This design comes from an exercise in tuning for small area on the open sky130 flow, not from production work. Only simulation tests tie the RTL to the original design; equivalence was not proved. The clock port is modelled as an ideal driver, which makes a skipped or thinned clock tree look cheaper than it is; a real chip needs a root buffer or a tree. Power is estimated from default activity; no workload was simulated.

==> module dr1363_validator, before the edit <==
module dr1363_validator (
    input  wire        clk,
    input  wire        rst,         
    input  wire        in_valid,
    input  wire [7:0]  in_data,
    input  wire        in_last,
    output reg         pay_valid,
    output reg  [7:0]  pay_data,
    output reg         res_valid,
    output reg  [7:0]  res_code,
    output reg  [7:0]  res_info,
    output reg  [11:0] res_len
);
    localparam [2:0] E_NONE = 3'b000;
    localparam [2:0] E_MARK = 3'b010;
    localparam [2:0] E_FD   = 3'b110;
    localparam [2:0] E_SREJ = 3'b011;
    localparam [2:0] E_LCHK = 3'b100;
    function [7:0] enc;
        input [7:0] c;
        begin
            enc[7:4] = c[7:4];
            enc[0]   = c[0] ^ c[6];
            enc[1]   = c[1] ^ (c[6] & c[0]);
            enc[2]   = c[2] ^ (c[6] & c[1] & c[0]);
            enc[3]   = c[3] ^ (c[6] & ~(c[2] & c[1] & c[0]));
        end
    endfunction
    function [7:0] dec;
        input [7:0] e;
        begin
            dec[7:4] = e[7:4];
            dec[0]   = e[0] ^ e[6];
            dec[1]   = e[1] ^ (e[6] & ~e[0]);
            dec[2]   = e[2] ^ (e[6] & ~(e[1] | e[0]));
            dec[3]   = e[3] ^ (e[6] & (e[2] | e[1] | e[0]));
        end
    endfunction
    reg  [12:0] c;
    reg  [15:0] ns;           
    reg  [7:0]  dly0, dly1, dly2, dly3;    
    reg  [11:0] rn;           
    wire [11:0] r = ~rn;
    reg  [2:0]  e;
    reg         done;         
    wire        acc   = in_valid && !rst;
    wire        fresh = done;
    wire        is_cr = (in_data == 8'h0D);
    wire        crl   = in_last && is_cr;
    wire [7:0]  in_enc = enc(in_data);
    wire [3:0]  hv    = in_enc[3:0];
    wire        hv_hi = in_enc[3] & (in_enc[2] | in_enc[1]);    
    wire        hx    = hv_hi ? ((in_enc[7:6] == 2'b01) && !in_enc[4])
                              : (in_enc[7:4] == 4'h3);
    wire [7:0]  d3    = dec(dly3);
    wire        neg   = c[12] & c[11];
    wire        sat   = c[12] & ~c[11] & c[0];
    wire        c4096 = c[12] & ~c[11] & ~c[0];
    wire        mid   = acc & ~fresh & c[12];
    wire        j4    = mid & (c[4:0] == 5'b10011);
    wire        j7    = mid & (c[4:0] == 5'b10110);
    wire        j8    = mid & (c[4:0] == 5'b10111);
    wire        j9    = mid & (c[4:0] == 5'b11000);
    wire        j10   = mid & (c[4:0] == 5'b11001);
    wire        j11   = mid & (c[4:0] == 5'b11010);
    wire        j12   = mid & (c[4:0] == 5'b11011);
    wire        inc   = acc & ~(crl & (fresh | ~c4096)) & (fresh | ~sat);
    wire [12:0] c_base = (acc & fresh) ? 13'h1FEF : c;
    wire        ld    = j4;
    wire        addok = acc & ~crl;
    wire [3:0]  l_a   = j9 ? 4'd0 : r[11:8];
    wire [4:0]  l_c;
    wire [3:0]  lsum;
    wire [13:0] c_k;
    wire [12:0] c_next;
    wire        none  = (e == E_NONE);
    wire [15:0] t_base = ld ? 16'hFF81 : ns;
    wire [7:0]  t_add  = addok ? d3 : 8'd0;
    wire [16:0] t_c;
    wire [15:0] t_next;
    assign t_c[0] = 1'b0;
    genvar gi;
    generate
        for (gi = 0; gi < 8; gi = gi + 1) begin : g_lo
            assign t_next[gi] = t_base[gi] ^ t_add[gi] ^ t_c[gi];
            assign t_c[gi+1]  = (t_base[gi] & t_add[gi]) | (t_c[gi] & (t_base[gi] ^ t_add[gi]));
        end
        for (gi = 8; gi < 16; gi = gi + 1) begin : g_hi
            assign t_next[gi] = t_base[gi] ^ t_c[gi];
            assign t_c[gi+1]  = t_base[gi] & t_c[gi];
        end
        for (gi = 0; gi < 4; gi = gi + 1) begin : g_l
            assign lsum[gi]  = l_a[gi] ^ hv[gi] ^ l_c[gi];
            assign l_c[gi+1] = (l_a[gi] & hv[gi]) | (l_c[gi] & (l_a[gi] ^ hv[gi]));
        end
        for (gi = 0; gi < 13; gi = gi + 1) begin : g_c
            assign c_next[gi] = c_base[gi] ^ c_k[gi];
            assign c_k[gi+1]  = c_base[gi] & c_k[gi];
        end
    endgenerate
    assign l_c[0] = 1'b0;
    assign c_k[0] = inc;
    always @(posedge clk) begin
        c  <= c_next;
        ns <= t_next;
        pay_data <= d3;
        if (rst) begin
            done      <= 1'b1;
            pay_valid <= 1'b0;
            res_valid <= 1'b0;
        end else begin
            pay_valid <= acc & ~fresh & ~neg & ~crl;
            res_valid <= acc & in_last;
            if (acc)
                done <= in_last;
        end
        if (addok) begin
            dly3 <= dly2;
            dly2 <= dly1;
            dly1 <= dly0;
            dly0 <= in_enc;
        end
        if (j7 | j8 | ((j10 | j11 | j12) & ~e[0]))
            rn[7:0] <= ~{r[3:0], hv};
        if (j9 | j10 | j11)
            rn[11:8] <= ~lsum;
        else if (j12)
            rn[11:8] <= ~r[7:4];
        if (acc & fresh)
            e <= (in_data == 8'h7E) ? E_NONE : E_MARK;
        else if (none) begin
            if ((j7 | j8) & ~hx)
                e <= E_FD;
            else if (j8 & ((r[3:0] != 4'd0) | (hv != 4'd0)))
                e <= E_SREJ;
            else if ((j9 | j10 | j11) & ~hx)
                e <= E_LCHK;
            else if (j12 & (~hx | (lsum != 4'd0)))
                e <= E_LCHK;
        end
    end
    function hex_is;
        input [7:0] e;
        input [3:0] n;
        begin
            if (n <= 4'd9)
                hex_is = (e[7:4] == 4'h3) && (e[3:0] == n);
            else
                hex_is = (e[7:6] == 2'b01) && (e[4] == 1'b0) && (e[3:0] == n);
        end
    endfunction
    wire        chk_ok  = hex_is(dly3, ~ns[15:12]) && hex_is(dly2, ~ns[11:8]) &&
                          hex_is(dly1, ~ns[7:4]) && hex_is(dly0, ~ns[3:0]);
    wire        len_ok  = ~c[12] && (r == c[11:0]);
    wire        pre    = ~sat & ~neg;
    wire        ok     = pre & none & chk_ok & len_ok;
    wire        srej   = pre & e[0];
    wire        badchk = none & ~chk_ok;
    always @(*) begin
        res_code[7]   = sat;
        res_code[6]   = ~sat & ~ok;
        res_code[5:4] = 2'b00;
        res_code[3]   = pre & e[2] & e[1];
        res_code[2]   = pre & ((e[2] & ~e[1]) | (none & ~(chk_ok & len_ok)));
        res_code[1]   = sat | (pre & ((e[1] & ~e[2]) | (none & chk_ok & ~len_ok)));
        res_code[0]   = (~sat & neg) | (pre & (e[0] | badchk));
        res_info      = srej ? r[7:0] : 8'd0;
        res_len       = ok ? r : 12'd0;
    end
endmodule
==> flow/config.mk <==
export PLATFORM = sky130hd
export DESIGN_NAME = dr1363_validator
export DESIGN_NICKNAME = dr1363_validator
export VERILOG_FILES = /design/flow/design.v
export SDC_FILE = /design/flow/constraint.sdc
export NUM_CORES = 4
export LEC_CHECK = 0
export CAP_MARGIN = 0
export CORE_MARGIN = 2
export CORE_UTILIZATION = 80
export PLACE_DENSITY = 0.9
export SLEW_MARGIN = 0
==> flow/constraint.sdc <==
create_clock -name core_clock -period 8.0 [get_ports {clk}]
set_input_delay 1.6000 -clock core_clock [delete_from_list [all_inputs] [get_ports {clk}]]
set_output_delay 1.6000 -clock core_clock [all_outputs]
set_load 0.01 [all_outputs]
standard.sh (not shown) runs the stock make flow with config.mk's settings and CLKGATE_MAP_FILE= SYNTH_SCRIPT=/design/flow/synth_recipe.tcl, a recipe that flattens the netlist after the stock synthesis.
==> flow/flow/run.sh <==
#!/bin/bash
# The standard layout (standard.sh), with three changes:
#  - synthesis is the standard flow's own script (synth_recipe.tcl and ORFS's synth.tcl), except
#    that its single ABC mapping call is replaced by flow/abc_multi.tcl, which maps
#    the logic with each of the area-oriented ABC scripts flow/abc*.script and keeps
#    the smallest result; the registers are the standard synthesis's;
#  - ports are buffered with buf_1 cells;
#  - the clock tree is built by flow/clock_tree.tcl (run as PRE_CTS_TCL) instead of
#    TritonCTS: the clock port drives one inv_4, which drives three inv_12 cells,
#    each driving a third of the registers.
# make's full output goes to layout.log in this folder.
set -euo pipefail
export CLK_NBUF=3
export CLK_ROOT=sky130_fd_sc_hd__inv_4
export CLK_LEAF=sky130_fd_sc_hd__inv_12
here=$(pwd)
sed "s|  log_cmd abc {\*}\$abc_args|  source $here/flow/abc_multi.tcl|" \
  "$FLOW_HOME/scripts/synth.tcl" > synth_area.tcl
grep -q "flow/abc_multi.tcl" synth_area.tcl
sed "s|source \$::env(SCRIPTS_DIR)/synth.tcl|source $here/synth_area.tcl|" synth_recipe.tcl > synth_recipe_area.tcl
grep -q "synth_area.tcl" synth_recipe_area.tcl
bash standard.sh \
  "SYNTH_SCRIPT=$here/synth_recipe_area.tcl" \
  "BUFFER_PORTS_ARGS=-buffer_cell sky130_fd_sc_hd__buf_1" \
  "PRE_CTS_TCL=$here/flow/clock_tree.tcl" \
  finish > layout.log 2>&1
Other scripts of this flow, unchanged in this note and not shown: flow/flow/abc1.script, flow/flow/abc2.script, flow/flow/abc3.script, flow/flow/abc4.script, flow/flow/abc5.script, flow/flow/abc_multi.tcl, flow/flow/clock_tree.tcl
The first run ran to the end with no violations.
Rerun with:
--- a/flow/design.v
+++ b/flow/design.v
@@ -39,8 +39,7 @@
     reg  [12:0] c;
     reg  [15:0] ns;           
     reg  [7:0]  dly0, dly1, dly2, dly3;    
-    reg  [11:0] rn;           
-    wire [11:0] r = ~rn;
+    reg  [11:0] r;            
     reg  [2:0]  e;
     reg         done;         
     wire        acc   = in_valid && !rst;
@@ -64,7 +63,7 @@
     wire        j10   = mid & (c[4:0] == 5'b11001);
     wire        j11   = mid & (c[4:0] == 5'b11010);
     wire        j12   = mid & (c[4:0] == 5'b11011);
-    wire        inc   = acc & ~(crl & (fresh | ~c4096)) & (fresh | ~sat);
+    wire        inc   = acc & ~(crl & ~c4096) & (fresh | ~sat);
     wire [12:0] c_base = (acc & fresh) ? 13'h1FEF : c;
     wire        ld    = j4;
     wire        addok = acc & ~crl;
@@ -121,11 +120,11 @@
             dly0 <= in_enc;
         end
         if (j7 | j8 | ((j10 | j11 | j12) & ~e[0]))
-            rn[7:0] <= ~{r[3:0], hv};
+            r[7:0] <= {r[3:0], hv};
         if (j9 | j10 | j11)
-            rn[11:8] <= ~lsum;
+            r[11:8] <= lsum;
         else if (j12)
-            rn[11:8] <= ~r[7:4];
+            r[11:8] <= r[7:4];
         if (acc & fresh)
             e <= (in_data == 8'h7E) ? E_NONE : E_MARK;
         else if (none) begin
Effect:
- The changed run produced a clean layout
- global-route usage came out lower by 2.5 points
- hold slack degrades by 0.0051 ns
- combinational power came out higher by 9.6%
- clock power came out lower by about 2%
- sequential power stays flat
- via count came out lower by 1.5%
- synthesized area is about the same
- design area hardly moves
- worst setup slack improves by 0.030 ns
- cell count came out higher by 1.4%
No run of this note takes its clock network from TritonCTS; it comes from the design's own scripts or RTL.

[afterwards: timing with drivers on the ports]
How much do the figures lean on ideal ports? The routed layouts below were timed once more, with nothing changed but the port constraints.
Step 1, drivers: a clkbuf_16 drives clk and a buf_2 each remaining input, both assumed.
Step 2, shift: input delay + t, output delay - t, t = (earliest + latest rising clock arrival at the registers) / 2. This alone moves slack from input paths to output paths.
Three values: no drivers, after step 1, after step 2; two values: the first two.
| run | shift t [ns] | setup slack, ns | worst setup path after step 2 |
|---|---|---|---|
| the first run | 0.262 | 1.134 / 1.146 / 0.884 | input to register |
| the second run | 0.255 | 1.165 / 1.179 / 0.924 | input to register |
After both steps setup and hold are still met in every run listed. For the first run, which loses most, drivers alone change the setup slack by +0.012 ns; drivers and shift together by -0.250 ns.
